What follows belongs to an exercise in optimizing a design on an open flow for small area and a short achievable clock period; a production flow would make more cautious choices. In this exercise RTL edits were held to simulation tests only and were not proved equivalent to the original.

## flow/design.v (module list and top-level ports; edited modules follow where they fit)
// module rlwe_alu: 2792 lines
// module rlwe_fa: 4 lines
// module rlwe_ha: 4 lines
// module rlwe_gp: 4 lines
// module rlwe_g: 3 lines
module rlwe_alu (
    input  wire        clk,
    input  wire        rst,         
    input  wire        in_valid,
    input  wire [2:0]  in_op,
    input  wire [31:0] in_a,
    input  wire [31:0] in_b,
    input  wire [31:0] in_c,
    output wire        out_valid,
    output wire [31:0] out_y0,
    output wire [31:0] out_y1
);
  // ...
==> flow/flow/run.sh <==
#!/bin/bash
# The standard layout, with every port buffered by a plain buf_2 instead of
# the delay buffer buffer_ports picks by default.
set -euo pipefail
export BUFFER_PORTS_ARGS="-buffer_cell sky130_fd_sc_hd__buf_2"
bash standard.sh > standard_make.log 2>&1
==> flow/standard.sh <==
#!/bin/bash
# synth_recipe.tcl (not shown) runs the flow's synth.tcl, then flattens the netlist and writes it again
# the make line also repeats each setting of config.mk as NAME=value (left out here)
make -C /OpenROAD-flow-scripts/flow DESIGN_CONFIG=/design/flow/config.mk WORK_HOME=/design/flow/orfs CLKGATE_MAP_FILE= SYNTH_SCRIPT=/design/flow/synth_recipe.tcl "${@:-finish}"
==> flow/config.mk <==
export PLATFORM = sky130hd
export DESIGN_NAME = rlwe_alu
export DESIGN_NICKNAME = rlwe_alu
export VERILOG_FILES = /design/flow/design.v
export SDC_FILE = /design/flow/constraint.sdc
export NUM_CORES = 4
export LEC_CHECK = 0
export CAP_MARGIN = 20
export CORE_MARGIN = 2
export CORE_UTILIZATION = 40
export SLEW_MARGIN = 20
export SYNTH_HIERARCHICAL = 1
export SYNTH_MINIMUM_KEEP_SIZE = 0
==> flow/constraint.sdc <==
create_clock -name core_clock -period 26.0 [get_ports {clk}]
set_input_delay 5.2000 -clock core_clock [delete_from_list [all_inputs] [get_ports {clk}]]
set_output_delay 5.2000 -clock core_clock [all_outputs]
set_load 0.01 [all_outputs]
==> summary.txt, run 1 <==
status no timing/DRC/antenna violations; setup slack, reg-to-reg 19.68 ns; initial core utilization 40.3%; Worst-Skew Late Latency 0.62 ns; worst hold path type reg -> reg; multi-input combinational area share 70.1%; Rows 111; initial antenna violation count 2; number of global-route vias before repair 27000; area of the multi-input gates 0.0282 sq mm; Clk Tree Root Cell clkbuf_16; Final Cycle Share 24.3%; Final ANT Viol Nets 0; Die Span Y 307 um; Setup crit end kind flip-flop; startpoint types flip-flop; crit-path leading delay family compound AO/OA/AOI/OAI gates; FILL cells 8842; met3 Use GR 3.00%; relative slew slack 31.2%; Post-Synth Adder-Cell Area 36.7%; Synth Area in XOR/XNOR 10.7%; actual slew at the worst max-slew pin 1.03 ns; hpwl dp 75300 um; placed cell areas 0.0387 sq mm; Syn Area/Cell 9.97 sq um; max incr delay on CP 0.83 ns; Multi-In Gates 3022; Synth area leader fa_1; Stages on worst setup path 27; H-tree Lvls 2; FFs & Latches 370; Layout non-clock buf frac 2.51%; drt initial violations 1362; Worst-path clk slew 0.06 ns; Hold EP op1[0]; Gates resized, CTS repair 0; flops & latches, synth 370; Fin Setup TNS 0 ns; Post-CTS Hold Buffers 0
==> run 2: changes to the inputs <==
--- a/flow/design.v
+++ b/flow/design.v
@@ -224,18 +224,18 @@
     rlwe_ha u_n202 (.a(n174), .b(n175), .s(n202), .co(n203));
     wire k177_1g;
     rlwe_g u_k177_1 (.gh(n181), .ph(n180), .gl(n179), .g(k177_1g));
-    wire k177_2g, k177_2p;
-    rlwe_gp u_k177_2 (.gh(n183), .ph(n182), .gl(1'b0), .pl(n31), .g(k177_2g), .p(k177_2p));
-    wire k177_3g, k177_3p;
-    rlwe_gp u_k177_3 (.gh(n185), .ph(n184), .gl(1'b0), .pl(n57), .g(k177_3g), .p(k177_3p));
+    wire k177_2g = n183;
+    wire k177_2p = (n182 & n31);
+    wire k177_3g = n185;
+    wire k177_3p = (n184 & n57);
     wire k177_4g, k177_4p;
     rlwe_gp u_k177_4 (.gh(n189), .ph(n188), .gl(n187), .pl(n186), .g(k177_4g), .p(k177_4p));
     wire k177_5g, k177_5p;
     rlwe_gp u_k177_5 (.gh(n193), .ph(n192), .gl(n191), .pl(n190), .g(k177_5g), .p(k177_5p));
     wire k177_6g, k177_6p;
     rlwe_gp u_k177_6 (.gh(n197), .ph(n196), .gl(n195), .pl(n194), .g(k177_6g), .p(k177_6p));
-    wire k177_7g, k177_7p;
-    rlwe_gp u_k177_7 (.gh(1'b0), .ph(n167), .gl(n199), .pl(n198), .g(k177_7g), .p(k177_7p));
+    wire k177_7g = (n167 & n199);
+    wire k177_7p = (n167 & n198);
     wire k177_8g, k177_8p;
     rlwe_gp u_k177_8 (.gh(n203), .ph(n202), .gl(n201), .pl(n200), .g(k177_8g), .p(k177_8p));
     wire k177_9g;
@@ -260,10 +260,8 @@
     rlwe_g u_k177_18 (.gh(k177_5g), .ph(k177_5p), .gl(k177_13g), .g(k177_18g));
     wire k177_19g;
     rlwe_g u_k177_19 (.gh(k177_7g), .ph(k177_7p), .gl(k177_16g), .g(k177_19g));
-    wire k177_20g;
-    rlwe_g u_k177_20 (.gh(1'b0), .ph(n31), .gl(k177_1g), .g(k177_20g));
-    wire k177_21g;
-    rlwe_g u_k177_21 (.gh(1'b0), .ph(n57), .gl(k177_9g), .g(k177_21g));
+    wire k177_20g = (n31 & k177_1g);
+    wire k177_21g = (n57 & k177_9g);
     wire k177_22g;
     rlwe_g u_k177_22 (.gh(n187), .ph(n186), .gl(k177_17g), .g(k177_22g));
     wire k177_23g;
@@ -274,8 +272,7 @@
     rlwe_g u_k177_25 (.gh(n199), .ph(n198), .gl(k177_16g), .g(k177_25g));
     wire k177_26g;
     rlwe_g u_k177_26 (.gh(n201), .ph(n200), .gl(k177_19g), .g(k177_26g));
-    wire k177_27g;
-    rlwe_g u_k177_27 (.gh(1'b0), .ph(n176), .gl(k177_15g), .g(k177_27g));
+    wire k177_27g = (n176 & k177_15g);
     wire [16:0] fa = {n176 ^ k177_15g, n202 ^ k177_26g, n200 ^ k177_19g, n167 ^ k177_25g, n198 ^ k177_16g, n196 ^ k177_24g, n194 ^ k177_18g, n192 ^ k177_23g, n190 ^ k177_13g, n188 ^ k177_22g, n186 ^ k177_17g, n184 ^ k177_21g, n57 ^ k177_9g, n182 ^ k177_20g, n31 ^ k177_1g, n180 ^ n179, n178};
     wire n204, n205;
     rlwe_fa u_n204 (.a(b0[0]), .b(~b0[14]), .c(~b0[16]), .s(n204), .co(n205));
@@ -481,18 +478,18 @@
     rlwe_ha u_n405 (.a(n377), .b(n378), .s(n405), .co(n406));
     wire k380_1g;
     rlwe_g u_k380_1 (.gh(n384), .ph(n383), .gl(n382), .g(k380_1g));
-    wire k380_2g, k380_2p;
-    rlwe_gp u_k380_2 (.gh(n386), .ph(n385), .gl(1'b0), .pl(n234), .g(k380_2g), .p(k380_2p));
-    wire k380_3g, k380_3p;
-    rlwe_gp u_k380_3 (.gh(n388), .ph(n387), .gl(1'b0), .pl(n260), .g(k380_3g), .p(k380_3p));
+    wire k380_2g = n386;
+    wire k380_2p = (n385 & n234);
+    wire k380_3g = n388;
+    wire k380_3p = (n387 & n260);
     wire k380_4g, k380_4p;
     rlwe_gp u_k380_4 (.gh(n392), .ph(n391), .gl(n390), .pl(n389), .g(k380_4g), .p(k380_4p));
     wire k380_5g, k380_5p;
     rlwe_gp u_k380_5 (.gh(n396), .ph(n395), .gl(n394), .pl(n393), .g(k380_5g), .p(k380_5p));
     wire k380_6g, k380_6p;
     rlwe_gp u_k380_6 (.gh(n400), .ph(n399), .gl(n398), .pl(n397), .g(k380_6g), .p(k380_6p));
-    wire k380_7g, k380_7p;
-    rlwe_gp u_k380_7 (.gh(1'b0), .ph(n370), .gl(n402), .pl(n401), .g(k380_7g), .p(k380_7p));
+    wire k380_7g = (n370 & n402);
+    wire k380_7p = (n370 & n401);
     wire k380_8g, k380_8p;
     rlwe_gp u_k380_8 (.gh(n406), .ph(n405), .gl(n404), .pl(n403), .g(k380_8g), .p(k380_8p));
     wire k380_9g;
@@ -517,10 +514,8 @@
     rlwe_g u_k380_18 (.gh(k380_5g), .ph(k380_5p), .gl(k380_13g), .g(k380_18g));
     wire k380_19g;
     rlwe_g u_k380_19 (.gh(k380_7g), .ph(k380_7p), .gl(k380_16g), .g(k380_19g));
-    wire k380_20g;
-    rlwe_g u_k380_20 (.gh(1'b0), .ph(n234), .gl(k380_1g), .g(k380_20g));
-    wire k380_21g;
-    rlwe_g u_k380_21 (.gh(1'b0), .ph(n260), .gl(k380_9g), .g(k380_21g));
+    wire k380_20g = (n234 & k380_1g);
+    wire k380_21g = (n260 & k380_9g);
     wire k380_22g;
     rlwe_g u_k380_22 (.gh(n390), .ph(n389), .gl(k380_17g), .g(k380_22g));
     wire k380_23g;
@@ -531,8 +526,7 @@
     rlwe_g u_k380_25 (.gh(n402), .ph(n401), .gl(k380_16g), .g(k380_25g));
     wire k380_26g;
     rlwe_g u_k380_26 (.gh(n404), .ph(n403), .gl(k380_19g), .g(k380_26g));
-    wire k380_27g;
-    rlwe_g u_k380_27 (.gh(1'b0), .ph(n379), .gl(k380_15g), .g(k380_27g));
+    wire k380_27g = (n379 & k380_15g);
     wire [16:0] fb = {n379 ^ k380_15g, n405 ^ k380_26g, n403 ^ k380_19g, n370 ^ k380_25g, n401 ^ k380_16g, n399 ^ k380_24g, n397 ^ k380_18g, n395 ^ k380_23g, n393 ^ k380_13g, n391 ^ k380_22g, n389 ^ k380_17g, n387 ^ k380_21g, n260 ^ k380_9g, n385 ^ k380_20g, n234 ^ k380_1g, n383 ^ n382, n381};
     wire n407, n408;
     rlwe_fa u_n407 (.a(c0[0]), .b(~c0[14]), .c(~c0[16]), .s(n407), .co(n408));
@@ -738,18 +732,18 @@
     rlwe_ha u_n608 (.a(n580), .b(n581), .s(n608), .co(n609));
     wire k583_1g;
     rlwe_g u_k583_1 (.gh(n587), .ph(n586), .gl(n585), .g(k583_1g));
-    wire k583_2g, k583_2p;
-    rlwe_gp u_k583_2 (.gh(n589), .ph(n588), .gl(1'b0), .pl(n437), .g(k583_2g), .p(k583_2p));
-    wire k583_3g, k583_3p;
-    rlwe_gp u_k583_3 (.gh(n591), .ph(n590), .gl(1'b0), .pl(n463), .g(k583_3g), .p(k583_3p));
+    wire k583_2g = n589;
+    wire k583_2p = (n588 & n437);
+    wire k583_3g = n591;
+    wire k583_3p = (n590 & n463);
     wire k583_4g, k583_4p;
     rlwe_gp u_k583_4 (.gh(n595), .ph(n594), .gl(n593), .pl(n592), .g(k583_4g), .p(k583_4p));
     wire k583_5g, k583_5p;
     rlwe_gp u_k583_5 (.gh(n599), .ph(n598), .gl(n597), .pl(n596), .g(k583_5g), .p(k583_5p));
     wire k583_6g, k583_6p;
     rlwe_gp u_k583_6 (.gh(n603), .ph(n602), .gl(n601), .pl(n600), .g(k583_6g), .p(k583_6p));
-    wire k583_7g, k583_7p;
-    rlwe_gp u_k583_7 (.gh(1'b0), .ph(n573), .gl(n605), .pl(n604), .g(k583_7g), .p(k583_7p));
+    wire k583_7g = (n573 & n605);
+    wire k583_7p = (n573 & n604);
     wire k583_8g, k583_8p;
     rlwe_gp u_k583_8 (.gh(n609), .ph(n608), .gl(n607), .pl(n606), .g(k583_8g), .p(k583_8p));
     wire k583_9g;
@@ -774,10 +768,8 @@
     rlwe_g u_k583_18 (.gh(k583_5g), .ph(k583_5p), .gl(k583_13g), .g(k583_18g));
     wire k583_19g;
     rlwe_g u_k583_19 (.gh(k583_7g), .ph(k583_7p), .gl(k583_16g), .g(k583_19g));
-    wire k583_20g;
-    rlwe_g u_k583_20 (.gh(1'b0), .ph(n437), .gl(k583_1g), .g(k583_20g));
-    wire k583_21g;
-    rlwe_g u_k583_21 (.gh(1'b0), .ph(n463), .gl(k583_9g), .g(k583_21g));
+    wire k583_20g = (n437 & k583_1g);
+    wire k583_21g = (n463 & k583_9g);
     wire k583_22g;
     rlwe_g u_k583_22 (.gh(n593), .ph(n592), .gl(k583_17g), .g(k583_22g));
     wire k583_23g;
@@ -788,8 +780,7 @@
     rlwe_g u_k583_25 (.gh(n605), .ph(n604), .gl(k583_16g), .g(k583_25g));
     wire k583_26g;
     rlwe_g u_k583_26 (.gh(n607), .ph(n606), .gl(k583_19g), .g(k583_26g));
-    wire k583_27g;
-    rlwe_g u_k583_27 (.gh(1'b0), .ph(n582), .gl(k583_15g), .g(k583_27g));
+    wire k583_27g = (n582 & k583_15g);
     wire [16:0] fc = {n582 ^ k583_15g, n608 ^ k583_26g, n606 ^ k583_19g, n573 ^ k583_25g, n604 ^ k583_16g, n602 ^ k583_24g, n600 ^ k583_18g, n598 ^ k583_23g, n596 ^ k583_13g, n594 ^ k583_22g, n592 ^ k583_17g, n590 ^ k583_21g, n463 ^ k583_9g, n588 ^ k583_20g, n437 ^ k583_1g, n586 ^ n585, n584};
     reg v1;
     always @(posedge clk) v1 <= rst ? 1'b0 : v0;
@@ -856,8 +847,8 @@
     rlwe_gp u_k610_5 (.gh(n630), .ph(n629), .gl(n628), .pl(n627), .g(k610_5g), .p(k610_5p));
     wire k610_6g, k610_6p;
     rlwe_gp u_k610_6 (.gh(n634), .ph(n633), .gl(n632), .pl(n631), .g(k610_6g), .p(k610_6p));
-    wire k610_7g, k610_7p;
-    rlwe_gp u_k610_7 (.gh(1'b0), .ph(ha_t[13]), .gl(n636), .pl(n635), .g(k610_7g), .p(k610_7p));
+    wire k610_7g = (ha_t[13] & n636);
+    wire k610_7p = (ha_t[13] & n635);
     wire k610_8g;
     rlwe_g u_k610_8 (.gh(k610_2g), .ph(k610_2p), .gl(k610_1g), .g(k610_8g));
     wire k610_9g, k610_9p;
@@ -886,8 +877,7 @@
     rlwe_g u_k610_20 (.gh(n632), .ph(n631), .gl(k610_14g), .g(k610_20g));
     wire k610_21g;
     rlwe_g u_k610_21 (.gh(n636), .ph(n635), .gl(k610_12g), .g(k610_21g));
-    wire k610_22g;
-    rlwe_g u_k610_22 (.gh(1'b0), .ph(1'b0), .gl(k610_15g), .g(k610_22g));
+    wire k610_22g = 1'b0;
     wire [14:0] ha = {1'b0 ^ k610_15g, ha_t[13] ^ k610_21g, n635 ^ k610_12g, n633 ^ k610_20g, n631 ^ k610_14g, n629 ^ k610_19g, n627 ^ k610_11g, n625 ^ k610_18g, n623 ^ k610_13g, n621 ^ k610_17g, n619 ^ k610_8g, n617 ^ k610_16g, n615 ^ k610_1g, n613 ^ n612, n611};
     wire [13:0] hb_t =
         ({14{fb1[16:13] == 4'd1}} & 14'd8192) |
@@ -943,8 +933,8 @@
     rlwe_gp u_k637_5 (.gh(n657), .ph(n656), .gl(n655), .pl(n654), .g(k637_5g), .p(k637_5p));
     wire k637_6g, k637_6p;
     rlwe_gp u_k637_6 (.gh(n661), .ph(n660), .gl(n659), .pl(n658), .g(k637_6g), .p(k637_6p));
-    wire k637_7g, k637_7p;
-    rlwe_gp u_k637_7 (.gh(1'b0), .ph(hb_t[13]), .gl(n663), .pl(n662), .g(k637_7g), .p(k637_7p));
+    wire k637_7g = (hb_t[13] & n663);
+    wire k637_7p = (hb_t[13] & n662);
     wire k637_8g;
     rlwe_g u_k637_8 (.gh(k637_2g), .ph(k637_2p), .gl(k637_1g), .g(k637_8g));
     wire k637_9g, k637_9p;
@@ -973,8 +963,7 @@
     rlwe_g u_k637_20 (.gh(n659), .ph(n658), .gl(k637_14g), .g(k637_20g));
     wire k637_21g;
     rlwe_g u_k637_21 (.gh(n663), .ph(n662), .gl(k637_12g), .g(k637_21g));
-    wire k637_22g;
-    rlwe_g u_k637_22 (.gh(1'b0), .ph(1'b0), .gl(k637_15g), .g(k637_22g));
+    wire k637_22g = 1'b0;
     wire [14:0] hb = {1'b0 ^ k637_15g, hb_t[13] ^ k637_21g, n662 ^ k637_12g, n660 ^ k637_20g, n658 ^ k637_14g, n656 ^ k637_19g, n654 ^ k637_11g, n652 ^ k637_18g, n650 ^ k637_13g, n648 ^ k637_17g, n646 ^ k637_8g, n644 ^ k637_16g, n642 ^ k637_1g, n640 ^ n639, n638};
     wire [13:0] hc_t =
         ({14{fc1[16:13] == 4'd1}} & 14'd8192) |
@@ -1030,8 +1019,8 @@
     rlwe_gp u_k664_5 (.gh(n684), .ph(n683), .gl(n682), .pl(n681), .g(k664_5g), .p(k664_5p));
     wire k664_6g, k664_6p;
     rlwe_gp u_k664_6 (.gh(n688), .ph(n687), .gl(n686), .pl(n685), .g(k664_6g), .p(k664_6p));
-    wire k664_7g, k664_7p;
-    rlwe_gp u_k664_7 (.gh(1'b0), .ph(hc_t[13]), .gl(n690), .pl(n689), .g(k664_7g), .p(k664_7p));
+    wire k664_7g = (hc_t[13] & n690);
+    wire k664_7p = (hc_t[13] & n689);
     wire k664_8g;
     rlwe_g u_k664_8 (.gh(k664_2g), .ph(k664_2p), .gl(k664_1g), .g(k664_8g));
     wire k664_9g, k664_9p;
@@ -1060,8 +1049,7 @@
     rlwe_g u_k664_20 (.gh(n686), .ph(n685), .gl(k664_14g), .g(k664_20g));
     wire k664_21g;
     rlwe_g u_k664_21 (.gh(n690), .ph(n689), .gl(k664_12g), .g(k664_21g));
-    wire k664_22g;
-    rlwe_g u_k664_22 (.gh(1'b0), .ph(1'b0), .gl(k664_15g), .g(k664_22g));
+    wire k664_22g = 1'b0;
     wire [14:0] hc = {1'b0 ^ k664_15g, hc_t[13] ^ k664_21g, n689 ^ k664_12g, n687 ^ k664_20g, n685 ^ k664_14g, n683 ^ k664_19g, n681 ^ k664_11g, n679 ^ k664_18g, n677 ^ k664_13g, n675 ^ k664_17g, n673 ^ k664_8g, n671 ^ k664_16g, n669 ^ k664_1g, n667 ^ n666, n665};
     wire n691, n692;
     rlwe_fa u_n691 (.a(~hb[1]), .b(ha[0]), .c(~ha[1]), .s(n691), .co(n692));
@@ -1121,8 +1109,7 @@
     rlwe_ha u_n746 (.a(n716), .b(n717), .s(n746), .co(n747));
     wire n748, n749;
     rlwe_ha u_n748 (.a(~ha[14]), .b(n718), .s(n748), .co(n749));
-    wire k719_1g;
-    rlwe_g u_k719_1 (.gh(1'b0), .ph(n691), .gl(n721), .g(k719_1g));
+    wire k719_1g = (n691 & n721);
     wire k719_2g, k719_2p;
     rlwe_gp u_k719_2 (.gh(n725), .ph(n724), .gl(n723), .pl(n722), .g(k719_2g), .p(k719_2p));
     wire k719_3g, k719_3p;
@@ -1218,8 +1205,8 @@
     rlwe_gp u_k750_6 (.gh(n774), .ph(n773), .gl(n772), .pl(n771), .g(k750_6g), .p(k750_6p));
     wire k750_7g, k750_7p;
     rlwe_gp u_k750_7 (.gh(n778), .ph(n777), .gl(n776), .pl(n775), .g(k750_7g), .p(k750_7p));
-    wire k750_8g, k750_8p;
-    rlwe_gp u_k750_8 (.gh(1'b0), .ph(1'b0), .gl(n780), .pl(n779), .g(k750_8g), .p(k750_8p));
+    wire k750_8g = 1'b0;
+    wire k750_8p = 1'b0;
     wire k750_9g;
     rlwe_g u_k750_9 (.gh(k750_2g), .ph(k750_2p), .gl(k750_1g), .g(k750_9g));
     wire k750_10g, k750_10p;
@@ -1748,18 +1735,17 @@
     rlwe_ha u_n1194 (.a(n1116), .b(n1129), .s(n1194), .co(n1195));
     wire n1196, n1197;
     rlwe_ha u_n1196 (.a(n1130), .b(n1141), .s(n1196), .co(n1197));
-    wire k1143_1g;
-    rlwe_g u_k1143_1 (.gh(n1145), .ph(n1144), .gl(1'b0), .g(k1143_1g));
-    wire k1143_2g, k1143_2p;
-    rlwe_gp u_k1143_2 (.gh(n1147), .ph(n1146), .gl(1'b0), .pl(n787), .g(k1143_2g), .p(k1143_2p));
-    wire k1143_3g, k1143_3p;
-    rlwe_gp u_k1143_3 (.gh(n1149), .ph(n1148), .gl(1'b0), .pl(n797), .g(k1143_3g), .p(k1143_3p));
-    wire k1143_4g, k1143_4p;
-    rlwe_gp u_k1143_4 (.gh(1'b0), .ph(n819), .gl(n1151), .pl(n1150), .g(k1143_4g), .p(k1143_4p));
+    wire k1143_1g = n1145;
+    wire k1143_2g = n1147;
+    wire k1143_2p = (n1146 & n787);
+    wire k1143_3g = n1149;
+    wire k1143_3p = (n1148 & n797);
+    wire k1143_4g = (n819 & n1151);
+    wire k1143_4p = (n819 & n1150);
     wire k1143_5g, k1143_5p;
     rlwe_gp u_k1143_5 (.gh(n1155), .ph(n1154), .gl(n1153), .pl(n1152), .g(k1143_5g), .p(k1143_5p));
-    wire k1143_6g, k1143_6p;
-    rlwe_gp u_k1143_6 (.gh(1'b0), .ph(n863), .gl(n1157), .pl(n1156), .g(k1143_6g), .p(k1143_6p));
+    wire k1143_6g = (n863 & n1157);
+    wire k1143_6p = (n863 & n1156);
     wire k1143_7g, k1143_7p;
     rlwe_gp u_k1143_7 (.gh(n1161), .ph(n1160), .gl(n1159), .pl(n1158), .g(k1143_7g), .p(k1143_7p));
     wire k1143_8g, k1143_8p;
@@ -1832,10 +1818,8 @@
     rlwe_g u_k1143_41 (.gh(k1143_13g), .ph(k1143_13p), .gl(k1143_32g), .g(k1143_41g));
     wire k1143_42g;
     rlwe_g u_k1143_42 (.gh(k1143_15g), .ph(k1143_15p), .gl(k1143_35g), .g(k1143_42g));
-    wire k1143_43g;
-    rlwe_g u_k1143_43 (.gh(1'b0), .ph(n787), .gl(k1143_1g), .g(k1143_43g));
-    wire k1143_44g;
-    rlwe_g u_k1143_44 (.gh(1'b0), .ph(n797), .gl(k1143_17g), .g(k1143_44g));
+    wire k1143_43g = (n787 & k1143_1g);
+    wire k1143_44g = (n797 & k1143_17g);
     wire k1143_45g;
     rlwe_g u_k1143_45 (.gh(n1151), .ph(n1150), .gl(k1143_36g), .g(k1143_45g));
     wire k1143_46g;
@@ -1907,22 +1891,21 @@
     rlwe_ha u_n1239 (.a(n1217), .b(n1218), .s(n1239), .co(n1240));
     wire n1241, n1242;
     rlwe_ha u_n1241 (.a(~z12[9]), .b(n1219), .s(n1241), .co(n1242));
-    wire k1220_1g;
-    rlwe_g u_k1220_1 (.gh(n1222), .ph(n1221), .gl(1'b0), .g(k1220_1g));
+    wire k1220_1g = n1222;
     wire k1220_2g, k1220_2p;
     rlwe_gp u_k1220_2 (.gh(n1226), .ph(n1225), .gl(n1224), .pl(n1223), .g(k1220_2g), .p(k1220_2p));
-    wire k1220_3g, k1220_3p;
-    rlwe_gp u_k1220_3 (.gh(n1228), .ph(n1227), .gl(1'b0), .pl(n1202), .g(k1220_3g), .p(k1220_3p));
+    wire k1220_3g = n1228;
+    wire k1220_3p = (n1227 & n1202);
     wire k1220_4g, k1220_4p;
     rlwe_gp u_k1220_4 (.gh(n1232), .ph(n1231), .gl(n1230), .pl(n1229), .g(k1220_4g), .p(k1220_4p));
     wire k1220_5g, k1220_5p;
     rlwe_gp u_k1220_5 (.gh(n1236), .ph(n1235), .gl(n1234), .pl(n1233), .g(k1220_5g), .p(k1220_5p));
     wire k1220_6g, k1220_6p;
     rlwe_gp u_k1220_6 (.gh(n1240), .ph(n1239), .gl(n1238), .pl(n1237), .g(k1220_6g), .p(k1220_6p));
-    wire k1220_7g, k1220_7p;
-    rlwe_gp u_k1220_7 (.gh(1'b0), .ph(1'b0), .gl(n1242), .pl(n1241), .g(k1220_7g), .p(k1220_7p));
-    wire k1220_8g, k1220_8p;
-    rlwe_gp u_k1220_8 (.gh(1'b0), .ph(1'b0), .gl(1'b0), .pl(1'b0), .g(k1220_8g), .p(k1220_8p));
+    wire k1220_7g = 1'b0;
+    wire k1220_7p = 1'b0;
+    wire k1220_8g = 1'b0;
+    wire k1220_8p = 1'b0;
     wire k1220_9g;
     rlwe_g u_k1220_9 (.gh(k1220_2g), .ph(k1220_2p), .gl(k1220_1g), .g(k1220_9g));
     wire k1220_10g, k1220_10p;
@@ -1947,8 +1930,7 @@
     rlwe_g u_k1220_19 (.gh(k1220_7g), .ph(k1220_7p), .gl(k1220_16g), .g(k1220_19g));
     wire k1220_20g;
     rlwe_g u_k1220_20 (.gh(n1224), .ph(n1223), .gl(k1220_1g), .g(k1220_20g));
-    wire k1220_21g;
-    rlwe_g u_k1220_21 (.gh(1'b0), .ph(n1202), .gl(k1220_9g), .g(k1220_21g));
+    wire k1220_21g = (n1202 & k1220_9g);
     wire k1220_22g;
     rlwe_g u_k1220_22 (.gh(n1230), .ph(n1229), .gl(k1220_17g), .g(k1220_22g));
     wire k1220_23g;
@@ -1957,8 +1939,7 @@
     rlwe_g u_k1220_24 (.gh(n1238), .ph(n1237), .gl(k1220_18g), .g(k1220_24g));
     wire k1220_25g;
     rlwe_g u_k1220_25 (.gh(n1242), .ph(n1241), .gl(k1220_16g), .g(k1220_25g));
-    wire k1220_26g;
-    rlwe_g u_k1220_26 (.gh(1'b0), .ph(1'b0), .gl(k1220_19g), .g(k1220_26g));
+    wire k1220_26g = 1'b0;
     wire [15:0] gsn = {1'b0 ^ k1220_26g, 1'b0 ^ k1220_19g, 1'b0 ^ k1220_25g, n1241 ^ k1220_16g, n1239 ^ k1220_24g, n1237 ^ k1220_18g, n1235 ^ k1220_23g, n1233 ^ k1220_13g, n1231 ^ k1220_22g, n1229 ^ k1220_17g, n1227 ^ k1220_21g, n1202 ^ k1220_9g, n1225 ^ k1220_20g, n1223 ^ k1220_1g, n1221 ^ 1'b0, ~z12[10]};
     wire [15:0] z1x = (op2 == 3'd6) ? gsn : z12;
     reg v3;
@@ -1967,24 +1948,23 @@
     rlwe_ha u_n1244 (.a(z1x[2]), .b(z1x[1]), .s(n1244), .co(n1245));
     wire n1246, n1247;
     rlwe_ha u_n1246 (.a(z1x[5]), .b(z1x[4]), .s(n1246), .co(n1247));
-    wire k1243_1g;
-    rlwe_g u_k1243_1 (.gh(1'b0), .ph(~z1x[1]), .gl(1'b0), .g(k1243_1g));
-    wire k1243_2g, k1243_2p;
-    rlwe_gp u_k1243_2 (.gh(1'b0), .ph(z1x[3]), .gl(n1245), .pl(n1244), .g(k1243_2g), .p(k1243_2p));
-    wire k1243_3g, k1243_3p;
-    rlwe_gp u_k1243_3 (.gh(n1247), .ph(n1246), .gl(1'b0), .pl(~z1x[4]), .g(k1243_3g), .p(k1243_3p));
-    wire k1243_4g, k1243_4p;
-    rlwe_gp u_k1243_4 (.gh(1'b0), .ph(z1x[7]), .gl(1'b0), .pl(z1x[6]), .g(k1243_4g), .p(k1243_4p));
-    wire k1243_5g, k1243_5p;
-    rlwe_gp u_k1243_5 (.gh(1'b0), .ph(z1x[9]), .gl(1'b0), .pl(z1x[8]), .g(k1243_5g), .p(k1243_5p));
-    wire k1243_6g, k1243_6p;
-    rlwe_gp u_k1243_6 (.gh(1'b0), .ph(z1x[11]), .gl(1'b0), .pl(z1x[10]), .g(k1243_6g), .p(k1243_6p));
-    wire k1243_7g, k1243_7p;
-    rlwe_gp u_k1243_7 (.gh(1'b0), .ph(z1x[13]), .gl(1'b0), .pl(z1x[12]), .g(k1243_7g), .p(k1243_7p));
-    wire k1243_8g, k1243_8p;
-    rlwe_gp u_k1243_8 (.gh(1'b0), .ph(z1x[15]), .gl(1'b0), .pl(z1x[14]), .g(k1243_8g), .p(k1243_8p));
-    wire k1243_9g, k1243_9p;
-    rlwe_gp u_k1243_9 (.gh(1'b0), .ph(1'b1), .gl(1'b0), .pl(1'b1), .g(k1243_9g), .p(k1243_9p));
+    wire k1243_1g = 1'b0;
+    wire k1243_2g = (z1x[3] & n1245);
+    wire k1243_2p = (z1x[3] & n1244);
+    wire k1243_3g = n1247;
+    wire k1243_3p = (n1246 & ~z1x[4]);
+    wire k1243_4g = 1'b0;
+    wire k1243_4p = (z1x[7] & z1x[6]);
+    wire k1243_5g = 1'b0;
+    wire k1243_5p = (z1x[9] & z1x[8]);
+    wire k1243_6g = 1'b0;
+    wire k1243_6p = (z1x[11] & z1x[10]);
+    wire k1243_7g = 1'b0;
+    wire k1243_7p = (z1x[13] & z1x[12]);
+    wire k1243_8g = 1'b0;
+    wire k1243_8p = (z1x[15] & z1x[14]);
+    wire k1243_9g = 1'b0;
+    wire k1243_9p = (1'b1 & 1'b1);
     wire k1243_10g;
     rlwe_g u_k1243_10 (.gh(k1243_2g), .ph(k1243_2p), .gl(k1243_1g), .g(k1243_10g));
     wire k1243_11g, k1243_11p;
@@ -2011,20 +1991,13 @@
     rlwe_g u_k1243_21 (.gh(k1243_9g), .ph(k1243_9p), .gl(k1243_16g), .g(k1243_21g));
     wire k1243_22g;
     rlwe_g u_k1243_22 (.gh(n1245), .ph(n1244), .gl(k1243_1g), .g(k1243_22g));
-    wire k1243_23g;
-    rlwe_g u_k1243_23 (.gh(1'b0), .ph(~z1x[4]), .gl(k1243_10g), .g(k1243_23g));
-    wire k1243_24g;
-    rlwe_g u_k1243_24 (.gh(1'b0), .ph(z1x[6]), .gl(k1243_18g), .g(k1243_24g));
-    wire k1243_25g;
-    rlwe_g u_k1243_25 (.gh(1'b0), .ph(z1x[8]), .gl(k1243_14g), .g(k1243_25g));
-    wire k1243_26g;
-    rlwe_g u_k1243_26 (.gh(1'b0), .ph(z1x[10]), .gl(k1243_19g), .g(k1243_26g));
-    wire k1243_27g;
-    rlwe_g u_k1243_27 (.gh(1'b0), .ph(z1x[12]), .gl(k1243_17g), .g(k1243_27g));
-    wire k1243_28g;
-    rlwe_g u_k1243_28 (.gh(1'b0), .ph(z1x[14]), .gl(k1243_20g), .g(k1243_28g));
-    wire k1243_29g;
-    rlwe_g u_k1243_29 (.gh(1'b0), .ph(1'b1), .gl(k1243_16g), .g(k1243_29g));
+    wire k1243_23g = (~z1x[4] & k1243_10g);
+    wire k1243_24g = (z1x[6] & k1243_18g);
+    wire k1243_25g = (z1x[8] & k1243_14g);
+    wire k1243_26g = (z1x[10] & k1243_19g);
+    wire k1243_27g = (z1x[12] & k1243_17g);
+    wire k1243_28g = (z1x[14] & k1243_20g);
+    wire k1243_29g = (1'b1 & k1243_16g);
     wire [17:0] z1k = {1'b1 ^ k1243_29g, 1'b1 ^ k1243_16g, z1x[15] ^ k1243_28g, z1x[14] ^ k1243_20g, z1x[13] ^ k1243_27g, z1x[12] ^ k1243_17g, z1x[11] ^ k1243_26g, z1x[10] ^ k1243_19g, z1x[9] ^ k1243_25g, z1x[8] ^ k1243_14g, z1x[7] ^ k1243_24g, z1x[6] ^ k1243_18g, n1246 ^ k1243_23g, ~z1x[4] ^ k1243_10g, z1x[3] ^ k1243_22g, n1244 ^ k1243_1g, ~z1x[1] ^ 1'b0, z1x[0]};
     wire [17:0] z1y = (op2 == 3'd4) ? z1k : {2'd0, z1x};
     reg  [2:0] op3;
@@ -2201,12 +2174,11 @@
     rlwe_ha u_n1413 (.a(n1387), .b(n1390), .s(n1413), .co(n1414));
     wire n1415, n1416;
     rlwe_ha u_n1415 (.a(n1389), .b(n1391), .s(n1415), .co(n1416));
-    wire k1392_1g;
-    rlwe_g u_k1392_1 (.gh(n1394), .ph(n1393), .gl(1'b0), .g(k1392_1g));
-    wire k1392_2g, k1392_2p;
-    rlwe_gp u_k1392_2 (.gh(1'b0), .ph(n1282), .gl(1'b0), .pl(n1268), .g(k1392_2g), .p(k1392_2p));
-    wire k1392_3g, k1392_3p;
-    rlwe_gp u_k1392_3 (.gh(n1396), .ph(n1395), .gl(1'b0), .pl(n1296), .g(k1392_3g), .p(k1392_3p));
+    wire k1392_1g = n1394;
+    wire k1392_2g = 1'b0;
+    wire k1392_2p = (n1282 & n1268);
+    wire k1392_3g = n1396;
+    wire k1392_3p = (n1395 & n1296);
     wire k1392_4g, k1392_4p;
     rlwe_gp u_k1392_4 (.gh(n1400), .ph(n1399), .gl(n1398), .pl(n1397), .g(k1392_4g), .p(k1392_4p));
     wire k1392_5g, k1392_5p;
@@ -2215,10 +2187,10 @@
     rlwe_gp u_k1392_6 (.gh(n1408), .ph(n1407), .gl(n1406), .pl(n1405), .g(k1392_6g), .p(k1392_6p));
     wire k1392_7g, k1392_7p;
     rlwe_gp u_k1392_7 (.gh(n1412), .ph(n1411), .gl(n1410), .pl(n1409), .g(k1392_7g), .p(k1392_7p));
-    wire k1392_8g, k1392_8p;
-    rlwe_gp u_k1392_8 (.gh(n1414), .ph(n1413), .gl(1'b0), .pl(n1386), .g(k1392_8g), .p(k1392_8p));
-    wire k1392_9g, k1392_9p;
-    rlwe_gp u_k1392_9 (.gh(1'b0), .ph(1'b0), .gl(n1416), .pl(n1415), .g(k1392_9g), .p(k1392_9p));
+    wire k1392_8g = n1414;
+    wire k1392_8p = (n1413 & n1386);
+    wire k1392_9g = 1'b0;
+    wire k1392_9p = 1'b0;
     wire k1392_10g;
     rlwe_g u_k1392_10 (.gh(k1392_2g), .ph(k1392_2p), .gl(k1392_1g), .g(k1392_10g));
     wire k1392_11g, k1392_11p;
@@ -2243,10 +2215,8 @@
     rlwe_g u_k1392_20 (.gh(k1392_7g), .ph(k1392_7p), .gl(k1392_17g), .g(k1392_20g));
     wire k1392_21g;
     rlwe_g u_k1392_21 (.gh(k1392_9g), .ph(k1392_9p), .gl(k1392_16g), .g(k1392_21g));
-    wire k1392_22g;
-    rlwe_g u_k1392_22 (.gh(1'b0), .ph(n1268), .gl(k1392_1g), .g(k1392_22g));
-    wire k1392_23g;
-    rlwe_g u_k1392_23 (.gh(1'b0), .ph(n1296), .gl(k1392_10g), .g(k1392_23g));
+    wire k1392_22g = (n1268 & k1392_1g);
+    wire k1392_23g = (n1296 & k1392_10g);
     wire k1392_24g;
     rlwe_g u_k1392_24 (.gh(n1398), .ph(n1397), .gl(k1392_18g), .g(k1392_24g));
     wire k1392_25g;
@@ -2255,8 +2225,7 @@
     rlwe_g u_k1392_26 (.gh(n1406), .ph(n1405), .gl(k1392_19g), .g(k1392_26g));
     wire k1392_27g;
     rlwe_g u_k1392_27 (.gh(n1410), .ph(n1409), .gl(k1392_17g), .g(k1392_27g));
-    wire k1392_28g;
-    rlwe_g u_k1392_28 (.gh(1'b0), .ph(n1386), .gl(k1392_20g), .g(k1392_28g));
+    wire k1392_28g = (n1386 & k1392_20g);
     wire k1392_29g;
     rlwe_g u_k1392_29 (.gh(n1416), .ph(n1415), .gl(k1392_16g), .g(k1392_29g));
     wire [17:0] t0 = {1'b0 ^ k1392_29g, n1415 ^ k1392_16g, n1413 ^ k1392_28g, n1386 ^ k1392_20g, n1411 ^ k1392_27g, n1409 ^ k1392_17g, n1407 ^ k1392_26g, n1405 ^ k1392_19g, n1403 ^ k1392_25g, n1401 ^ k1392_14g, n1399 ^ k1392_24g, n1397 ^ k1392_18g, n1395 ^ k1392_23g, n1296 ^ k1392_10g, n1282 ^ k1392_22g, n1268 ^ k1392_1g, n1393 ^ 1'b0, n1248};
@@ -2331,8 +2300,7 @@
     rlwe_ha u_n1484 (.a(n1448), .b(n1449), .s(n1484), .co(n1485));
     wire n1486, n1487;
     rlwe_ha u_n1486 (.a(n1450), .b(n1451), .s(n1486), .co(n1487));
-    wire k1453_1g;
-    rlwe_g u_k1453_1 (.gh(n1455), .ph(n1454), .gl(1'b0), .g(k1453_1g));
+    wire k1453_1g = n1455;
     wire k1453_2g, k1453_2p;
     rlwe_gp u_k1453_2 (.gh(n1459), .ph(n1458), .gl(n1457), .pl(n1456), .g(k1453_2g), .p(k1453_2p));
     wire k1453_3g, k1453_3p;
@@ -2469,8 +2437,8 @@
     rlwe_gp u_k1488_5 (.gh(n1508), .ph(n1507), .gl(n1506), .pl(n1505), .g(k1488_5g), .p(k1488_5p));
     wire k1488_6g, k1488_6p;
     rlwe_gp u_k1488_6 (.gh(n1512), .ph(n1511), .gl(n1510), .pl(n1509), .g(k1488_6g), .p(k1488_6p));
-    wire k1488_7g, k1488_7p;
-    rlwe_gp u_k1488_7 (.gh(1'b0), .ph(y0c_s_t[13]), .gl(n1514), .pl(n1513), .g(k1488_7g), .p(k1488_7p));
+    wire k1488_7g = (y0c_s_t[13] & n1514);
+    wire k1488_7p = (y0c_s_t[13] & n1513);
     wire k1488_8g;
     rlwe_g u_k1488_8 (.gh(k1488_2g), .ph(k1488_2p), .gl(k1488_1g), .g(k1488_8g));
     wire k1488_9g, k1488_9p;
@@ -2499,8 +2467,7 @@
     rlwe_g u_k1488_20 (.gh(n1510), .ph(n1509), .gl(k1488_14g), .g(k1488_20g));
     wire k1488_21g;
     rlwe_g u_k1488_21 (.gh(n1514), .ph(n1513), .gl(k1488_12g), .g(k1488_21g));
-    wire k1488_22g;
-    rlwe_g u_k1488_22 (.gh(1'b0), .ph(1'b0), .gl(k1488_15g), .g(k1488_22g));
+    wire k1488_22g = 1'b0;
     wire [14:0] y0c_s = {1'b0 ^ k1488_15g, y0c_s_t[13] ^ k1488_21g, n1513 ^ k1488_12g, n1511 ^ k1488_20g, n1509 ^ k1488_14g, n1507 ^ k1488_19g, n1505 ^ k1488_11g, n1503 ^ k1488_18g, n1501 ^ k1488_13g, n1499 ^ k1488_17g, n1497 ^ k1488_8g, n1495 ^ k1488_16g, n1493 ^ k1488_1g, n1491 ^ n1490, n1489};
     wire n1516, n1517;
     rlwe_ha u_n1516 (.a(y0c_s[0]), .b(~y0c_s[1]), .s(n1516), .co(n1517));
@@ -2526,8 +2493,7 @@
     rlwe_ha u_n1536 (.a(y0c_s[10]), .b(~y0c_s[11]), .s(n1536), .co(n1537));
     wire n1538, n1539;
     rlwe_ha u_n1538 (.a(y0c_s[12]), .b(y0c_s[11]), .s(n1538), .co(n1539));
-    wire k1515_1g;
-    rlwe_g u_k1515_1 (.gh(n1517), .ph(n1516), .gl(1'b0), .g(k1515_1g));
+    wire k1515_1g = n1517;
     wire k1515_2g, k1515_2p;
     rlwe_gp u_k1515_2 (.gh(n1521), .ph(n1520), .gl(n1519), .pl(n1518), .g(k1515_2g), .p(k1515_2p));
     wire k1515_3g, k1515_3p;
@@ -2538,10 +2504,10 @@
     rlwe_gp u_k1515_5 (.gh(n1533), .ph(n1532), .gl(n1531), .pl(n1530), .g(k1515_5g), .p(k1515_5p));
     wire k1515_6g, k1515_6p;
     rlwe_gp u_k1515_6 (.gh(n1537), .ph(n1536), .gl(n1535), .pl(n1534), .g(k1515_6g), .p(k1515_6p));
-    wire k1515_7g, k1515_7p;
-    rlwe_gp u_k1515_7 (.gh(1'b0), .ph(y0c_s[13]), .gl(n1539), .pl(n1538), .g(k1515_7g), .p(k1515_7p));
-    wire k1515_8g, k1515_8p;
-    rlwe_gp u_k1515_8 (.gh(1'b0), .ph(~y0c_s[14]), .gl(1'b0), .pl(~y0c_s[14]), .g(k1515_8g), .p(k1515_8p));
+    wire k1515_7g = (y0c_s[13] & n1539);
+    wire k1515_7p = (y0c_s[13] & n1538);
+    wire k1515_8g = 1'b0;
+    wire k1515_8p = (~y0c_s[14] & ~y0c_s[14]);
     wire k1515_9g;
     rlwe_g u_k1515_9 (.gh(k1515_2g), .ph(k1515_2p), .gl(k1515_1g), .g(k1515_9g));
     wire k1515_10g, k1515_10p;
@@ -2576,8 +2542,7 @@
     rlwe_g u_k1515_24 (.gh(n1535), .ph(n1534), .gl(k1515_18g), .g(k1515_24g));
     wire k1515_25g;
     rlwe_g u_k1515_25 (.gh(n1539), .ph(n1538), .gl(k1515_16g), .g(k1515_25g));
-    wire k1515_26g;
-    rlwe_g u_k1515_26 (.gh(1'b0), .ph(~y0c_s[14]), .gl(k1515_19g), .g(k1515_26g));
+    wire k1515_26g = (~y0c_s[14] & k1515_19g);
     wire [15:0] y0c_d = {~y0c_s[14] ^ k1515_26g, ~y0c_s[14] ^ k1515_19g, y0c_s[13] ^ k1515_25g, n1538 ^ k1515_16g, n1536 ^ k1515_24g, n1534 ^ k1515_18g, n1532 ^ k1515_23g, n1530 ^ k1515_13g, n1528 ^ k1515_22g, n1526 ^ k1515_17g, n1524 ^ k1515_21g, n1522 ^ k1515_9g, n1520 ^ k1515_20g, n1518 ^ k1515_1g, n1516 ^ 1'b0, ~y0c_s[0]};
     wire [13:0] y0c = y0c_d[15] ? y0c_s[13:0] : y0c_d[13:0];
     wire [13:0] y1c_s_t =
@@ -2650,8 +2615,8 @@
     rlwe_gp u_k1540_5 (.gh(n1560), .ph(n1559), .gl(n1558), .pl(n1557), .g(k1540_5g), .p(k1540_5p));
     wire k1540_6g, k1540_6p;
     rlwe_gp u_k1540_6 (.gh(n1564), .ph(n1563), .gl(n1562), .pl(n1561), .g(k1540_6g), .p(k1540_6p));
-    wire k1540_7g, k1540_7p;
-    rlwe_gp u_k1540_7 (.gh(1'b0), .ph(y1c_s_t[13]), .gl(n1566), .pl(n1565), .g(k1540_7g), .p(k1540_7p));
+    wire k1540_7g = (y1c_s_t[13] & n1566);
+    wire k1540_7p = (y1c_s_t[13] & n1565);
     wire k1540_8g;
     rlwe_g u_k1540_8 (.gh(k1540_2g), .ph(k1540_2p), .gl(k1540_1g), .g(k1540_8g));
     wire k1540_9g, k1540_9p;
@@ -2680,8 +2645,7 @@
     rlwe_g u_k1540_20 (.gh(n1562), .ph(n1561), .gl(k1540_14g), .g(k1540_20g));
     wire k1540_21g;
     rlwe_g u_k1540_21 (.gh(n1566), .ph(n1565), .gl(k1540_12g), .g(k1540_21g));
-    wire k1540_22g;
-    rlwe_g u_k1540_22 (.gh(1'b0), .ph(1'b0), .gl(k1540_15g), .g(k1540_22g));
+    wire k1540_22g = 1'b0;
     wire [14:0] y1c_s = {1'b0 ^ k1540_15g, y1c_s_t[13] ^ k1540_21g, n1565 ^ k1540_12g, n1563 ^ k1540_20g, n1561 ^ k1540_14g, n1559 ^ k1540_19g, n1557 ^ k1540_11g, n1555 ^ k1540_18g, n1553 ^ k1540_13g, n1551 ^ k1540_17g, n1549 ^ k1540_8g, n1547 ^ k1540_16g, n1545 ^ k1540_1g, n1543 ^ n1542, n1541};
     wire n1568, n1569;
     rlwe_ha u_n1568 (.a(y1c_s[0]), .b(~y1c_s[1]), .s(n1568), .co(n1569));
@@ -2707,8 +2671,7 @@
     rlwe_ha u_n1588 (.a(y1c_s[10]), .b(~y1c_s[11]), .s(n1588), .co(n1589));
     wire n1590, n1591;
     rlwe_ha u_n1590 (.a(y1c_s[12]), .b(y1c_s[11]), .s(n1590), .co(n1591));
-    wire k1567_1g;
-    rlwe_g u_k1567_1 (.gh(n1569), .ph(n1568), .gl(1'b0), .g(k1567_1g));
+    wire k1567_1g = n1569;
     wire k1567_2g, k1567_2p;
     rlwe_gp u_k1567_2 (.gh(n1573), .ph(n1572), .gl(n1571), .pl(n1570), .g(k1567_2g), .p(k1567_2p));
     wire k1567_3g, k1567_3p;
@@ -2719,10 +2682,10 @@
     rlwe_gp u_k1567_5 (.gh(n1585), .ph(n1584), .gl(n1583), .pl(n1582), .g(k1567_5g), .p(k1567_5p));
     wire k1567_6g, k1567_6p;
     rlwe_gp u_k1567_6 (.gh(n1589), .ph(n1588), .gl(n1587), .pl(n1586), .g(k1567_6g), .p(k1567_6p));
-    wire k1567_7g, k1567_7p;
-    rlwe_gp u_k1567_7 (.gh(1'b0), .ph(y1c_s[13]), .gl(n1591), .pl(n1590), .g(k1567_7g), .p(k1567_7p));
-    wire k1567_8g, k1567_8p;
-    rlwe_gp u_k1567_8 (.gh(1'b0), .ph(~y1c_s[14]), .gl(1'b0), .pl(~y1c_s[14]), .g(k1567_8g), .p(k1567_8p));
+    wire k1567_7g = (y1c_s[13] & n1591);
+    wire k1567_7p = (y1c_s[13] & n1590);
+    wire k1567_8g = 1'b0;
+    wire k1567_8p = (~y1c_s[14] & ~y1c_s[14]);
     wire k1567_9g;
     rlwe_g u_k1567_9 (.gh(k1567_2g), .ph(k1567_2p), .gl(k1567_1g), .g(k1567_9g));
     wire k1567_10g, k1567_10p;
@@ -2757,8 +2720,7 @@
     rlwe_g u_k1567_24 (.gh(n1587), .ph(n1586), .gl(k1567_18g), .g(k1567_24g));
     wire k1567_25g;
     rlwe_g u_k1567_25 (.gh(n1591), .ph(n1590), .gl(k1567_16g), .g(k1567_25g));
-    wire k1567_26g;
-    rlwe_g u_k1567_26 (.gh(1'b0), .ph(~y1c_s[14]), .gl(k1567_19g), .g(k1567_26g));
+    wire k1567_26g = (~y1c_s[14] & k1567_19g);
     wire [15:0] y1c_d = {~y1c_s[14] ^ k1567_26g, ~y1c_s[14] ^ k1567_19g, y1c_s[13] ^ k1567_25g, n1590 ^ k1567_16g, n1588 ^ k1567_24g, n1586 ^ k1567_18g, n1584 ^ k1567_23g, n1582 ^ k1567_13g, n1580 ^ k1567_22g, n1578 ^ k1567_17g, n1576 ^ k1567_21g, n1574 ^ k1567_9g, n1572 ^ k1567_20g, n1570 ^ k1567_1g, n1568 ^ 1'b0, ~y1c_s[0]};
     wire [13:0] y1c = y1c_d[15] ? y1c_s[13:0] : y1c_d[13:0];
     reg [31:0] y0m, y1m;
--- a/flow/config.mk
+++ b/flow/config.mk
@@ -8,6 +8,7 @@
 export CAP_MARGIN = 20
 export CORE_MARGIN = 2
 export CORE_UTILIZATION = 40
+export CTS_BUF_LIST = sky130_fd_sc_hd__clkbuf_8
 export SLEW_MARGIN = 20
 export SYNTH_HIERARCHICAL = 1
 export SYNTH_MINIMUM_KEEP_SIZE = 0
==> run 2 against run 1 <==
  * Via count decreased by 2.9%
  * Global-route usage down 0.29 points
  * Die area down 1.1%
  * Cell area decreased by 1.6%
==> summary.txt, run 2 <==
Setup Viol. Count Final 0; # IOs 167; placed cells 4736; RSZ-0062 raised after global routing no; CP max stage cell dfxtp_1; post-synth cell types 71; core area 0.0901 sq mm; Non-Filler Instances 4859; Final Hold Vio Count 0; metal3 WL 4170 um; H-tree Lvls 3 (+1); Final ANT Viol Nets 0 (unchanged); Post-Route WL 92600 um; top-count cell post-synth fa_1; worst hold path type reg -> reg; most frequent cells in the layout fa_1 (485), a21o_1 (376), dfxtp_1 (367), ha_1 (322), nor2_1 (262); via/cell ratio 5.23; Critical Path Fanout Max 1; Synth area leaders fa_1 (27%), dfxtp_1 (20%), ha_1 (11%); crit-path leading delay family flip-flops; Post-Syn Area 0.0364 sq mm; worst path buffer plus inverter count 1; clock buffer depth 3; sequential fraction of the synthesis area 20.3%; most instantiated cells after synthesis fa_1 (485), a21o_1 (376), dfxtp_1 (369), ha_1 (322), nor2_1 (262); DRT met1 WL 39200 um; setup bufs post-CTS 0; final net count 4540; Worst Clk Skew 0.0351 ns; Setup crit end kind output pin; gr ovfl total 0; first-pass GRT wire length 148000 um; flops & latches, synth 369 (-0.27%); Synth area leader fa_1; number of buffers created by CTS 69; CTS tree built; WS Path Type reg -> out; clock sinks 369; layout cell share with drive strength beyond 1 9.26%; hpwl dp 73500 um (-2.4%); minimum clock period 6.31 ns; Worst-Skew Late Latency 0.70 ns (+0.08 ns); Die X 306 um; startpoint types flip-flop; status no timing/DRC/antenna violations; ys flop type dfxtp_1; Vias 25400; DR pass1 iterations 5; top sig layer met4; relative slew slack 25.2% (-6.0 points); initial core utilization 40.4% (+0.094 points); critical path data required time 20.80 ns; largest net degree at the start of global routing 83; met2 WL 46400 um; overall routing resource usage 20.1%; I/O Buffers 148; Gates resized, CTS repair 0 (unchanged); critical path arrival 1.11 ns; wire length per cell 19.1 um; post-synthesis instance total 3572; Post-CTS Hold Buffers 0 (unchanged); drt drc 0; max incr delay on CP 0.31 ns (-0.52 ns); Slew Limit Fails 0; number of global-route vias before repair 26800 (-0.87%); Yosys Warn Count 7; actual slew at the worst max-slew pin 1.12 ns (+0.0912 ns); Worst-path clk slew 0.06 ns (about the same); crit path cell chain buf_2; Synth top area share 26.7%; Clk Tree Root Cell clkbuf_8; Syn Area/Cell 10.2 sq um (+2.3%); Die Span Y 306 um (-0.56%); Fin Setup TNS 0 ns (unchanged); commonest non-fill, non-tap cell in the layout fa_1; Synth-to-Final Area Change 8.75%; Rows 110 (-0.90%); Final Cycle Share 24.3% (about the same); Die Footprint 0.0934 sq mm; Max-Cap Viols 0; EDFF count, synth 0; Max Clk Rate 158 MHz; initial antenna violation count 1 (-1); drt initial violations 1434 (+5.3%); gp weighted congestion 0.862; ys async rst share 0%
[run 2: final timing paths]
kind	start	end	slack (ns)	depth (start not counted)
hold / removal	op0[0]	op1[0]	0.37	0
setup reg to reg	be2[12]	p3[31]	20.08	17
hold reg to reg	op0[0]	op1[0]	0.37	0
setup / recovery	y05[26]	out_y0[26]	19.69	1
[run 2: cell families after synthesis]
logic type | after synthesis | share of synthesized area (%)
and+or+nand+nor | 649 | 8.68
xor gates and xnor gates | 425 | 10.2
buffers and inverters | 387 | 4.28
other | 1 | 0.0103
muxes | 49 | 1.83
adders and majority gates | 808 | 37.8
AOI/OAI and AO/OA | 884 | 16.9
DFF | 369 | 20.3
[run 2: layer usage]
metal	vias up	GRT usage [%]
met5	-	0
met4	0	6.38
met1	12500	25.0
met2	650	35.6
met3	151	3.02
li1	12200	-
[run 2: final cells by class]
type	count	area (sq um)
Timing Repair Buffer	182	996
Sequential cell	369	7390
Antenna cell	2	5.00
Fill cell	8670	50600
Tap cell	1176	1470
Clock inverter	37	368
Multi-Input combinational cell	2845	27600
Inverter	164	616
Clock buffer	84	1160
[run 2: Yosys stat by module (local to each module, per instance)]
module,cell area [sq um],copies in the design,cells
rlwe_gp,13.8,136,2
rlwe_g,7.51,228,1
rlwe_fa,20.0,485,1
rlwe_ha,12.5,302,1
rlwe_alu,19300,1,2285
[run 2: metrics by stage]
stage               hold slack, ns  setup WS, ns  area (sq um)  utilization, %
global route                 0.365         19.59         39600            43.9
global placement             0.361         20.08         38100            42.2
detailed placement           0.359         20.17         38100            42.2
CTS                          0.369         19.61         39600            43.9
finish                       0.369         19.69         39600            43.9
floorplan                    0.323         20.41         36500               -
==> run 3: changes to the inputs <==
--- a/flow/config.mk
+++ b/flow/config.mk
@@ -8,7 +8,6 @@
 export CAP_MARGIN = 20
 export CORE_MARGIN = 2
 export CORE_UTILIZATION = 40
-export CTS_BUF_LIST = sky130_fd_sc_hd__clkbuf_8
 export SLEW_MARGIN = 20
 export SYNTH_HIERARCHICAL = 1
 export SYNTH_MINIMUM_KEEP_SIZE = 0
==> run 3 against run 2 <==
  * Clock-buffer cell count shrank 29
  * Maximum frequency grew 1.1%
  * Cell area is essentially flat
  * Highest routed layer is now met5
  * Largest cell class unchanged
  * Critical path depth is the same
==> summary.txt, run 3 <==
worst path buffer plus inverter count 1 (unchanged); Finished Core Util 43.9% (about the same); via/cell ratio 5.27 (+0.62%); placed cells 4736 (unchanged); Final ANT Viol Nets 0 (unchanged); hpwl dp 73500 um (unchanged); Worst-path clk slew 0.06 ns (about the same); initial core utilization 40.4% (unchanged); Rows 110 (unchanged); crit-path leading delay family flip-flops; top-count cell post-synth fa_1; hold slack 0.365 ns (-0.00350 ns); Fin Setup TNS 0 ns (unchanged); Final Cycle Share 24.0% (-0.27 points); sequential fraction of the synthesis area 20.3% (unchanged); Setup crit end kind output pin; flops & latches, synth 369 (unchanged); Vias 25400 (-0.28%); post-synth cell types 71 (unchanged); actual slew at the worst max-slew pin 1.11 ns (-0.0141 ns); CTS tree built; Max-Cap Viols 0 (unchanged); max incr delay on CP 0.31 ns (about the same); Post-Syn Area 0.0364 sq mm (unchanged); post-synthesis instance total 3572 (unchanged); Synth-to-Final Area Change 8.75% (about the same); H-tree Lvls 2 (-1); Slew Limit Fails 0 (unchanged); Clk Tree Root Cell clkbuf_16; CP max stage cell dfxtp_1; ys async rst share 0% (unchanged); RSZ-0062 raised after global routing no; initial antenna violation count 1 (unchanged); largest net degree at the start of global routing 83 (unchanged); most frequent cells in the layout fa_1 (485), a21o_1 (376), dfxtp_1 (367), ha_1 (322), nor2_1 (262); Synth area leaders fa_1 (27%), dfxtp_1 (20%), ha_1 (11%); drt initial violations 1379 (-3.8%); startpoint types flip-flop; Synth area leader fa_1; dpl ws 20.17 ns (unchanged); WS Path Type reg -> out; status no timing/DRC/antenna violations; DR pass1 iterations 5 (unchanged); Worst-Skew Late Latency 0.64 ns (-0.06 ns); Die Footprint 0.0934 sq mm (unchanged); crit path cell chain buf_2; I/O Buffers 148 (unchanged); gr ovfl total 0 (unchanged); most instantiated cells after synthesis fa_1 (485), a21o_1 (376), dfxtp_1 (369), ha_1 (322), nor2_1 (262); critical path arrival 1.05 ns (-0.06 ns); first-pass GRT wire length 147000 um (-0.21%); Syn Area/Cell 10.2 sq um (unchanged); clock sinks 369 (unchanged); layout cell share with drive strength beyond 1 8.49% (-0.77 points); relative slew slack 26.1% (+0.94 points); Post-Route WL 92300 um (-0.31%); number of global-route vias before repair 26600 (-0.64%); worst hold path type reg -> reg; Max Clk Rate 160 MHz (+1.1%); Gates resized, CTS repair 0 (unchanged); Setup Viol. Count Final 0 (unchanged); critical path data required time 20.80 ns (about the same); number of buffers created by CTS 44 (-36%); gp weighted congestion 0.862 (unchanged); Worst Clk Skew 0.0384 ns (+0.00325 ns); Critical Path Fanout Max 1 (unchanged); Synth top area share 26.7% (unchanged); setup bufs post-CTS 0 (unchanged); n_diodes 0 (-2); Die X 306 um (unchanged); EDFF count, synth 0 (unchanged); final net count 4515 (-0.55%); clock buffer depth 3 (unchanged); drt drc 0 (unchanged); Post-CTS Hold Buffers 0 (unchanged); Die Span Y 306 um (unchanged); ys flop type dfxtp_1; core area 0.0901 sq mm (unchanged); Non-Filler Instances 4816 (-0.88%); # IOs 167 (unchanged); worst setup slack after layout 19.76 ns (+0.0692 ns); Final Hold Vio Count 0 (unchanged); wire length per cell 19.2 um (+0.58%); overall routing resource usage 20.0% (-0.060 points); commonest non-fill, non-tap cell in the layout fa_1; Yosys Warn Count 7 (unchanged); minimum clock period 6.25 ns (-0.0692 ns)
[run 3: cell counts after synthesis]
No cell type changed its count.
[run 3: kinds of logic (layout without fill, tap and decap cells)]
logic type / Yosys count / count (layout) / share of synthesized area [%]
AND/OR/NAND/NOR: 649 / 649 / 8.68
flip-flops: 369 / 369 / 20.3
buffers and inverters: 387 / 426 / 4.28
other: 1 / 30 / 0.0103
multiplexers: 49 / 49 / 1.83
AO/OA/AOI/OAI: 884 / 884 / 16.9
XOR/XNOR: 425 / 425 / 10.2
adder cells (fa/ha/maj): 808 / 808 / 37.8
[run 3: path summary, 6_finish.rpt]
kind	from	to	slack, ns	cells past startpoint
hold reg to reg	op0[0]	op1[0]	0.37	0
setup reg to reg	be2[12]	p3[31]	20.09	17
hold / removal	op0[0]	op1[0]	0.37	0
setup / recovery	y05[8]	out_y0[8]	19.76	1
[run 3: area by class of cell]
cell class                      instances  area [sq um]
Clock buffer                           55          1210
Clock inverter                         25           317
Fill cell                            8620         50600
Inverter                              164           616
Multi-Input combinational cell       2845         27600
Sequential cell                       369          7390
Tap cell                             1176          1470
Timing Repair Buffer                  182           996
[run 3: Yosys stat by module (local to each module, per instance)]
module	flip-flops and latches	cell area, sq um	copies in the design	cells
rlwe_alu	369	19300	1	2285
rlwe_fa	0	20.0	485	1
rlwe_gp	0	13.8	136	2
rlwe_ha	0	12.5	302	1
rlwe_g	0	7.51	228	1
[run 3: stage by stage]
step	area [sq um]
6_report	39600
5_1_grt	39600
4_1_cts	39600
3_5_place_dp	38100
3_3_place_gp	38100
2_1_floorplan	36500
[run 3: per-layer routing]
layer / GRT usage [%] / vias up / share of wire (%) / wire (um)
li1: - / 12100 / - / -
met2: 35.6 / 666 / 50 / 46500
met5: 0 / - / 0.014 / 13
met3: 2.97 / 133 / 4.7 / 4380
met4: 5.92 / 2 / 2.7 / 2490
met1: 25.0 / 12400 / 42 / 39000
==> run 4: changes to the inputs <==
--- a/flow/config.mk
+++ b/flow/config.mk
@@ -8,6 +8,7 @@
 export CAP_MARGIN = 20
 export CORE_MARGIN = 2
 export CORE_UTILIZATION = 40
+export CTS_BUF_LIST = sky130_fd_sc_hd__clkbuf_4 sky130_fd_sc_hd__clkbuf_8
 export SLEW_MARGIN = 20
 export SYNTH_HIERARCHICAL = 1
 export SYNTH_MINIMUM_KEEP_SIZE = 0
==> run 4 against run 3 <==
  * Still clean on timing, DRC and antenna
  * Global-route usage increased by 0.063 points
  * Largest cell class unchanged
==> summary.txt, run 4 <==
wire length per cell 19.0 um (-0.71%); area of the multi-input gates 0.0276 sq mm (unchanged); Max-Cap Viols 0 (unchanged); Max Clk Rate 158 MHz (-1.1%); gp weighted congestion 0.862 (unchanged); H-tree Lvls 3 (+1); Post-Route WL 92500 um (+0.20%); commonest non-fill, non-tap cell in the layout fa_1; drt initial violations 1430 (+3.7%); Die Span Y 306 um (unchanged); ys flop type dfxtp_1; core area 0.0901 sq mm (unchanged); Setup Viol. Count Final 0 (unchanged); Synth area leader fa_1; Final ANT Viol Nets 0 (unchanged); top-count cell post-synth fa_1; min-delay src op0[0]; ys async rst share 0% (unchanged); layout cell share with drive strength beyond 1 9.64% (+1.2 points); max incr delay on CP 0.32 ns (about the same); placed cell areas 0.0381 sq mm (unchanged); Die Footprint 0.0934 sq mm (unchanged); Final Hold Vio Count 0 (unchanged); sequential fraction of the synthesis area 20.3% (unchanged); EDFF count, synth 0 (unchanged); actual slew at the worst max-slew pin 1.12 ns (+0.0129 ns); crit path cell chain buf_2; startpoint types flip-flop; post-synthesis instance total 3572 (unchanged); Setup crit start y05[8]; setup bufs post-CTS 0 (unchanged); CP max stage cell dfxtp_1; post-synth cell types 71 (unchanged); Rows 110 (unchanged); Slew Limit Fails 0 (unchanged); Worst-Skew Late Latency 0.70 ns (+0.06 ns); largest net degree at the start of global routing 83 (unchanged); gr ovfl total 0 (unchanged); Gates resized, CTS repair 0 (unchanged); Non-Filler Instances 4860 (+0.91%); hpwl dp 73500 um (unchanged); Critical Path Fanout Max 1 (unchanged); most frequent cells in the layout fa_1 (485), a21o_1 (376), dfxtp_1 (367), ha_1 (322), nor2_1 (262); via/cell ratio 5.24 (-0.46%); Synth area leaders fa_1 (27%), dfxtp_1 (20%), ha_1 (11%); WS Path Type reg -> out; overall routing resource usage 20.1% (+0.063 points); DR pass1 iterations 6 (+1); Synth top area share 26.7% (unchanged); CTS tree built; placed cells 4736 (unchanged); relative slew slack 25.2% (-0.86 points); Post-Syn Area 0.0364 sq mm (unchanged); final net count 4540 (+0.55%); Yosys Warn Count 7 (unchanged); clock sinks 369 (unchanged); FILL cells 8654 (+0.39%); minimum clock period 6.31 ns (+0.0676 ns); worst path buffer plus inverter count 1 (unchanged); Final Cycle Share 24.3% (+0.26 points); hold slack 0.369 ns (+0.00351 ns); Worst-path clk slew 0.06 ns (about the same); status no timing/DRC/antenna violations; first-pass GRT wire length 148000 um (+0.25%); Clk Tree Root Cell clkbuf_8; # IOs 167 (unchanged); most instantiated cells after synthesis fa_1 (485), a21o_1 (376), dfxtp_1 (369), ha_1 (322), nor2_1 (262); clock buffer depth 3 (unchanged); initial antenna violation count 1 (unchanged); I/O Buffers 148 (unchanged); Post-CTS Hold Buffers 0 (unchanged); Vias 25500 (+0.45%); critical path arrival 1.11 ns (+0.06 ns); number of buffers created by CTS 69 (+57%); post-route design area 0.0396 sq mm (+0.14%); crit-path leading delay family flip-flops; reg2reg start be2[12]; drt drc 0 (unchanged); Die X 306 um (unchanged); Worst Clk Skew 0.0371 ns (-0.00129 ns); worst hold path type reg -> reg; Seq. cell area 0.00739 sq mm (unchanged); critical path data required time 20.80 ns (about the same); Fin Setup TNS 0 ns (unchanged); initial core utilization 40.4% (unchanged); Synth-to-Final Area Change 8.90%; Syn Area/Cell 10.2 sq um (unchanged); RSZ-0062 raised after global routing no; flops & latches, synth 369 (unchanged); Setup crit end kind output pin; number of global-route vias before repair 26800 (+0.74%)
==> run 4: per-stage QoR <==
| step | setup slack, ns | util (%) |
|---|---|---|
| 5_1_grt | 19.59 | 44.0 |
| 3_3_place_gp | 20.08 | 42.2 |
| 2_1_floorplan | 20.41 | - |
| 6_report | 19.69 | 44.0 |
| 3_5_place_dp | 20.17 | 42.2 |
| 4_1_cts | 19.61 | 44.0 |
==> run 4: cell families (layout without fill, tap and decap cells) <==
logic type / count (synthesis) / in the layout / share of synthesized area, %
adder cells (fa/ha/maj): 808 / 808 / 37.8
XOR/XNOR: 425 / 425 / 10.2
other: 1 / 33 / 0.0103
buffers and inverters: 387 / 467 / 4.28
AND/OR/NAND/NOR: 649 / 649 / 8.68
multiplexers: 49 / 49 / 1.83
AO/OA/AOI/OAI: 884 / 884 / 16.9
flip-flops: 369 / 369 / 20.3
==> run 4: per-module statistics from Yosys, one instance, submodules excluded <==
module / cells inside / copies in the design
rlwe_alu: 2285 / 1
rlwe_gp: 2 / 136
rlwe_g: 1 / 228
rlwe_fa: 1 / 485
rlwe_ha: 1 / 302
==> run 4: worst paths after layout <==
| check | to | slack [ns] | cells past startpoint |
|---|---|---|---|
| setup / recovery | out_y0[8] | 19.69 | 1 |
| hold / removal | op1[0] | 0.37 | 0 |
| setup reg to reg | p3[31] | 20.10 | 17 |
| hold reg to reg | op1[0] | 0.37 | 0 |
==> run 4: cell type report <==
type,instances,area share (%)
multi-input cells,2845,69.6
flip-flops and latches,369,18.6
well taps,1176,3.71
clock buffers,98,3.18
repair buffers,182,2.51
inverters,164,1.55
clock inverters,23,0.795
diodes,3,0.0189
==> run 4: layer usage <==
metal,GRT usage (%),vias to the layer above,share of wire (%)
li1,-,12200,-
met1,25.0,12400,42
met2,35.6,716,50
met3,3.02,149,4.9
met4,6.39,0,3.0
met5,0,-,0

==> separate check: timing with driven ports <==
How much do the figures lean on ideal ports? The routed layouts below were timed once more, with nothing changed but the port constraints.
Step 1, drivers: a clkbuf_16 drives clk and a buf_2 each remaining input, both assumed.
Step 2 also shifts input and output timing later by t, the mid clock arrival at the registers, as if the neighbouring blocks saw the same clock.
a / b / c = no drivers / after step 1 / after step 2; a / b = the first two.
| run | shift t [ns] | setup slack, ns | pins driven straight from the clock port |
|---|---|---|---|
| run 1 | 0.674 | 19.682 / 19.615 / 19.682 | 1 |
| run 2 | 0.761 | 19.686 / 19.618 / 20.083 | 1 |
| run 3 | 0.683 | 19.755 / 19.687 / 20.094 | 1 |
| run 4 | 0.760 | 19.687 / 19.620 / 20.098 | 1 |
After both steps every run listed still meets setup and hold.
